Source: an optimization exercise on an open RTL-to-GDS flow (aim: small area, a short achievable clock period and few clock cycles). Production flows keep margins and buffers that such runs may drop.
Where RTL was checked, it was by simulation tests only, not by an equivalence proof against the original.
Power figures rest on the tool's default switching activity, not on a simulated workload.

== run A ==
==> flow/design.v (excerpt) <==
module picoweb_engine (
    input  wire        clk,
    input  wire        rst,
    input  wire        cmd_valid,
    output wire        cmd_ready,
    input  wire [1:0]  cmd_op,       
    input  wire [7:0]  cmd_type,     
    input  wire [7:0]  cmd_ctx,      
    input  wire [15:0] cmd_len,      
    input  wire [15:0] cmd_addr,     
    input  wire [5:0]  rx_len,       
    output wire [4:0]  rx_addr,
    input  wire [7:0]  rx_data,
    output wire [15:0] pay_addr,
    input  wire [7:0]  pay_data,
    output wire        tx_valid,
    output wire [7:0]  tx_data,
    output wire        ev_valid,
    output wire [1:0]  ev_kind,      
    output wire [7:0]  ev_type,
    output wire [7:0]  ev_ctx,
    output wire [7:0]  ev_data,
    output wire        rsp_valid,
    output wire [2:0]  rsp_status
);
For scale: about 2100 cells after synthesis, about 390 flip-flops.
==> flow/config.mk <==
export PLATFORM = sky130hd
export DESIGN_NAME = picoweb_engine
export DESIGN_NICKNAME = picoweb_engine
export VERILOG_FILES = /design/flow/design.v
export SDC_FILE = /design/flow/constraint.sdc
export NUM_CORES = 4
export LEC_CHECK = 0
export CAP_MARGIN = 20
export CORE_MARGIN = 2
export CORE_UTILIZATION = 40
export SLEW_MARGIN = 20
==> flow/constraint.sdc <==
create_clock -name core_clock -period 10.0 [get_ports {clk}]
set_input_delay 2.0000 -clock core_clock [delete_from_list [all_inputs] [get_ports {clk}]]
set_output_delay 2.0000 -clock core_clock [all_outputs]
set_load 0.01 [all_outputs]
standard.sh (not shown) runs the stock make flow with config.mk's settings and CLKGATE_MAP_FILE= SYNTH_SCRIPT=/design/flow/synth_recipe.tcl, a recipe that flattens the netlist after the stock synthesis.
==> flow/flow/run.sh <==
#!/bin/bash
# Standard ORFS layout of the design (the standard.sh, its constraint.sdc
# unchanged), with these changes to how the layout is made:
#  - repair_timing aims for extra setup slack (SETUP_SLACK_MARGIN),
#  - the port buffers are buf_2 cells (repair may resize them),
#  - clock tree synthesis inserts no dummy loads.
set -euo pipefail
export SETUP_SLACK_MARGIN=${MARGIN:-6.8}
export BUFFER_PORTS_ARGS="-buffer_cell sky130_fd_sc_hd__buf_2"
export CTS_ARGS="-sink_clustering_enable -repair_clock_nets -dont_use_dummy_load"
bash standard.sh finish > flow_finish.log 2>&1
The following lists how run B was set up differently from run A:
==> flow/flow/run.sh <==
#!/bin/bash
# Standard ORFS layout of the design, with repair_timing aiming for extra setup
# slack. The constraints (constraint.sdc) are the standard flow's, unchanged.
set -euo pipefail
export SETUP_SLACK_MARGIN=${MARGIN:-7.0}
bash standard.sh finish > flow_finish.log 2>&1
[summary]
Run B: full flow OK, the timing, DRC and antenna checks passed
Re share of power burned in combinational logic: run A and run B aren't equal, and the lower value belongs to run A.
On via-per-instance ratio, run B tracks run A almost exactly.
Re number of filler cells placed in the layout: run B is 3.5% down on run A.
Detailed-route wire length per cell delta (run A -> run B): insignificant
Going from run A to run B, first-iteration DRC count rose 9.5%, net switching power picked up an extra about 10%.
Taking run A as the reference, in run B global-route wire length before repair up about 4.5%, setup slack down 100 ps.
### run B -> run C
==> flow/flow/run.sh <==
#!/bin/bash
# Standard ORFS layout of the design (the standard.sh, its constraint.sdc
# unchanged), with these changes to how the layout is made:
#  - repair_timing aims for extra setup slack (SETUP_SLACK_MARGIN),
#  - the port buffers are buf_2 cells (repair may resize them),
#  - clock tree synthesis inserts no dummy loads.
set -euo pipefail
export SETUP_SLACK_MARGIN=${MARGIN:-6.5}
export BUFFER_PORTS_ARGS="-buffer_cell sky130_fd_sc_hd__buf_2"
export CTS_ARGS="-sink_clustering_enable -repair_clock_nets -dont_use_dummy_load"
bash standard.sh finish > flow_finish.log 2>&1
[summary]
Arrival time reported for the critical path endpoint in run C vs run B: down 2200 ps. Delta(logic depth of the worst path, buffers included, run C - run B) < 0. Run C vs run B, critical setup path kind: reg -> out vs in -> reg. Taking run B as the reference, in run C total routed wirelength moved down; fmax went down by 4.6%.
Inputs modified between run C and run D:
==> flow/flow/run.sh <==
#!/bin/bash
# Standard ORFS layout of the design, with repair_timing aiming for extra setup
# slack. The constraints (constraint.sdc) are the standard flow's, unchanged.
set -euo pipefail
export SETUP_SLACK_MARGIN=${MARGIN:-6.5}
bash standard.sh finish > flow_finish.log 2>&1
## What came out
- Total design power, run C and run D, higher one = run D.
- [compare] base=run C new=run D: full die area held, clock skew went down 24 ps.
- Looking at slowest cell on the critical path, the sky130_fd_sc_hd__or4_1 result is from run D; the sky130_fd_sc_hd__dfxtp_1 one comes from run C.
- Of run C and run D, the higher cell count belongs to run D.
No functional check of the RTL was part of any run of this note.

========
== v19 ==
Another version of the RTL of picoweb_engine (not shown whole).
For scale: roughly 2,100 cells after synthesis, ~140 I/O pins, roughly 20,000 um^2 of cells after synthesis.
==> flow/design.v (excerpt) <==
module picoweb_engine (
    input  wire        clk,
    input  wire        rst,
    input  wire        cmd_valid,
    output wire        cmd_ready,
    input  wire [1:0]  cmd_op,       
    input  wire [7:0]  cmd_type,     
    input  wire [7:0]  cmd_ctx,      
    input  wire [15:0] cmd_len,      
    input  wire [15:0] cmd_addr,     
    input  wire [5:0]  rx_len,       
    output wire [4:0]  rx_addr,
    input  wire [7:0]  rx_data,
    output wire [15:0] pay_addr,
    input  wire [7:0]  pay_data,
    output wire        tx_valid,
    output wire [7:0]  tx_data,
    output wire        ev_valid,
    output wire [1:0]  ev_kind,      
    output wire [7:0]  ev_type,
    output wire [7:0]  ev_ctx,
    output wire [7:0]  ev_data,
    output wire        rsp_valid,
    output wire [2:0]  rsp_status
);
==> flow/config.mk <==
export PLATFORM = sky130hd
export DESIGN_NAME = picoweb_engine
export DESIGN_NICKNAME = picoweb_engine
export VERILOG_FILES = /design/flow/design.v
export SDC_FILE = /design/flow/constraint.sdc
export NUM_CORES = 4
export LEC_CHECK = 0
export CAP_MARGIN = 5
export CORE_MARGIN = 2
export CORE_UTILIZATION = 60
export SLEW_MARGIN = 5
==> flow/constraint.sdc <==
create_clock -name core_clock -period 10.0 [get_ports {clk}]
set_input_delay 2.0000 -clock core_clock [delete_from_list [all_inputs] [get_ports {clk}]]
set_output_delay 2.0000 -clock core_clock [all_outputs]
set_load 0.01 [all_outputs]
==> flow/flow/run.sh <==
#!/bin/bash
# Standard ORFS layout of the design (the standard.sh, its constraint.sdc
# unchanged), with these changes to how the layout is made:
#  - repair_timing aims for extra setup slack (SETUP_SLACK_MARGIN),
#  - the port buffers are buf_2 cells (repair may resize them),
#  - clock tree synthesis inserts no dummy loads, and clusters more sinks per buffer.
set -euo pipefail
export SETUP_SLACK_MARGIN=${MARGIN:-6.8}
export BUFFER_PORTS_ARGS="-buffer_cell sky130_fd_sc_hd__buf_2"
export CTS_ARGS="-sink_clustering_enable -repair_clock_nets -dont_use_dummy_load -sink_clustering_size ${CTS_SIZE:-20} -sink_clustering_max_diameter ${CTS_DIAM:-100}"
bash standard.sh finish > flow_finish.log 2>&1
Testbench counts of v19, summed over its fixed seeds: cycles 105,091.
Input changes introduced in v27 (baseline for comparison: v19):
Settings: swapping 5 for 20 in SLEW_MARGIN; swapping 5 for 20 in CAP_MARGIN.
--- a/flow/flow/run.sh
+++ b/flow/flow/run.sh
@@ -6,5 +6,5 @@
 #  - clock tree synthesis inserts no dummy loads, and clusters more sinks per buffer.
 set -euo pipefail
-export SETUP_SLACK_MARGIN=${MARGIN:-6.8}
+export SETUP_SLACK_MARGIN=${MARGIN:-6.9}
 export BUFFER_PORTS_ARGS="-buffer_cell sky130_fd_sc_hd__buf_2"
 export CTS_ARGS="-sink_clustering_enable -repair_clock_nets -dont_use_dummy_load -sink_clustering_size ${CTS_SIZE:-20} -sink_clustering_max_diameter ${CTS_DIAM:-100}"
--- outcome ---
- | portion of total power attributed to combinational logic | v27 vs v19 | 4.2 points higher |
- Going from v19 to v27, post-detailed-placement half-perimeter wirelength shrinks by 1200 um.
- From v19 to v27 the numbers moved as follows: final cycle utilization of the critical path lost 0.74 points, setup slack of the critical path after layout moved up, overall fraction of global-route tracks in use roughly the same, final wirelength higher, count of routing violations after the opening detailed-route iteration +about 9%.
- v27 and v19 ended up with nearly the same wire length of the first global-routing pass.
- v27 — met2 layer usage reported by global route 1.4 points lower, v19 as reference
Changes in v47 relative to v27:
--- a/flow/flow/run.sh
+++ b/flow/flow/run.sh
@@ -6,5 +6,5 @@
 #  - clock tree synthesis inserts no dummy loads, and clusters more sinks per buffer.
 set -euo pipefail
-export SETUP_SLACK_MARGIN=${MARGIN:-6.9}
+export SETUP_SLACK_MARGIN=${MARGIN:-6.7}
 export BUFFER_PORTS_ARGS="-buffer_cell sky130_fd_sc_hd__buf_2"
 export CTS_ARGS="-sink_clustering_enable -repair_clock_nets -dont_use_dummy_load -sink_clustering_size ${CTS_SIZE:-20} -sink_clustering_max_diameter ${CTS_DIAM:-100}"
Results
v47 completed end to end with timing, DRC and antenna clean.
Peak fanout along the critical path for v47 is higher than for v27.
v27 vs v47, group with the largest share of power: combinational cells vs sequential cells
Of v47 and v27, the lower fmax belongs to v47.
| global-route usage | higher: v27 |
Sort v47 and v27 by share of power burned in the clock network asc -> top: v27

[static timing again, ports no longer ideal]
Ports are ideal in the flow. The routed layouts listed here were re-timed in OpenROAD.
Step 1 sets driving cells, clkbuf_16 on the clock port and buf_2 on the other inputs (assumed; they add their load-dependent delay and slew).
Step 2 adds t to the input delays and takes it off the output delays; t is the mean of the earliest and latest rising clock arrival at the registers after step 1. Input paths then give back, and output paths get back, about the clock's delay inside the block.
a / b / c = ideal / step 1 / step 2; a / b = the first two.
run | t, ns | setup slack, ns | worst hold slack (ns) | worst setup path after step 2 | worst register clock-pin slew, ns
run A | 0.616 | 6.786 / 6.768 / 6.170 | 0.481 / 0.481 / 0.481 | input to register | 0.06 / 0.06
run B | 0.637 | 6.684 / 6.694 / 6.058 | 0.461 / 0.461 / 0.461 | input to register | 0.06 / 0.06
run C | 0.613 | 6.524 / 6.469 / 6.001 | 0.457 / 0.457 / 0.457 | input to register | 0.06 / 0.06
run D | 0.633 | 6.524 / 6.474 / 5.947 | 0.454 / 0.454 / 0.454 | input to register | 0.06 / 0.06
v19 | 0.575 | 6.762 / 6.756 / 6.294 | 0.466 / 0.466 / 0.466 | input to register | 0.09 / 0.09
v27 | 0.585 | 6.836 / 6.836 / 6.370 | 0.477 / 0.477 / 0.477 | input to register | 0.09 / 0.09
v47 | 0.589 | 6.712 / 6.659 / 6.222 | 0.455 / 0.455 / 0.455 | input to register | 0.09 / 0.09
After both steps setup and hold are still met in every run listed. The setup slack of run B, which loses most, moves by +0.010 ns with the drivers and by -0.626 ns with both steps.
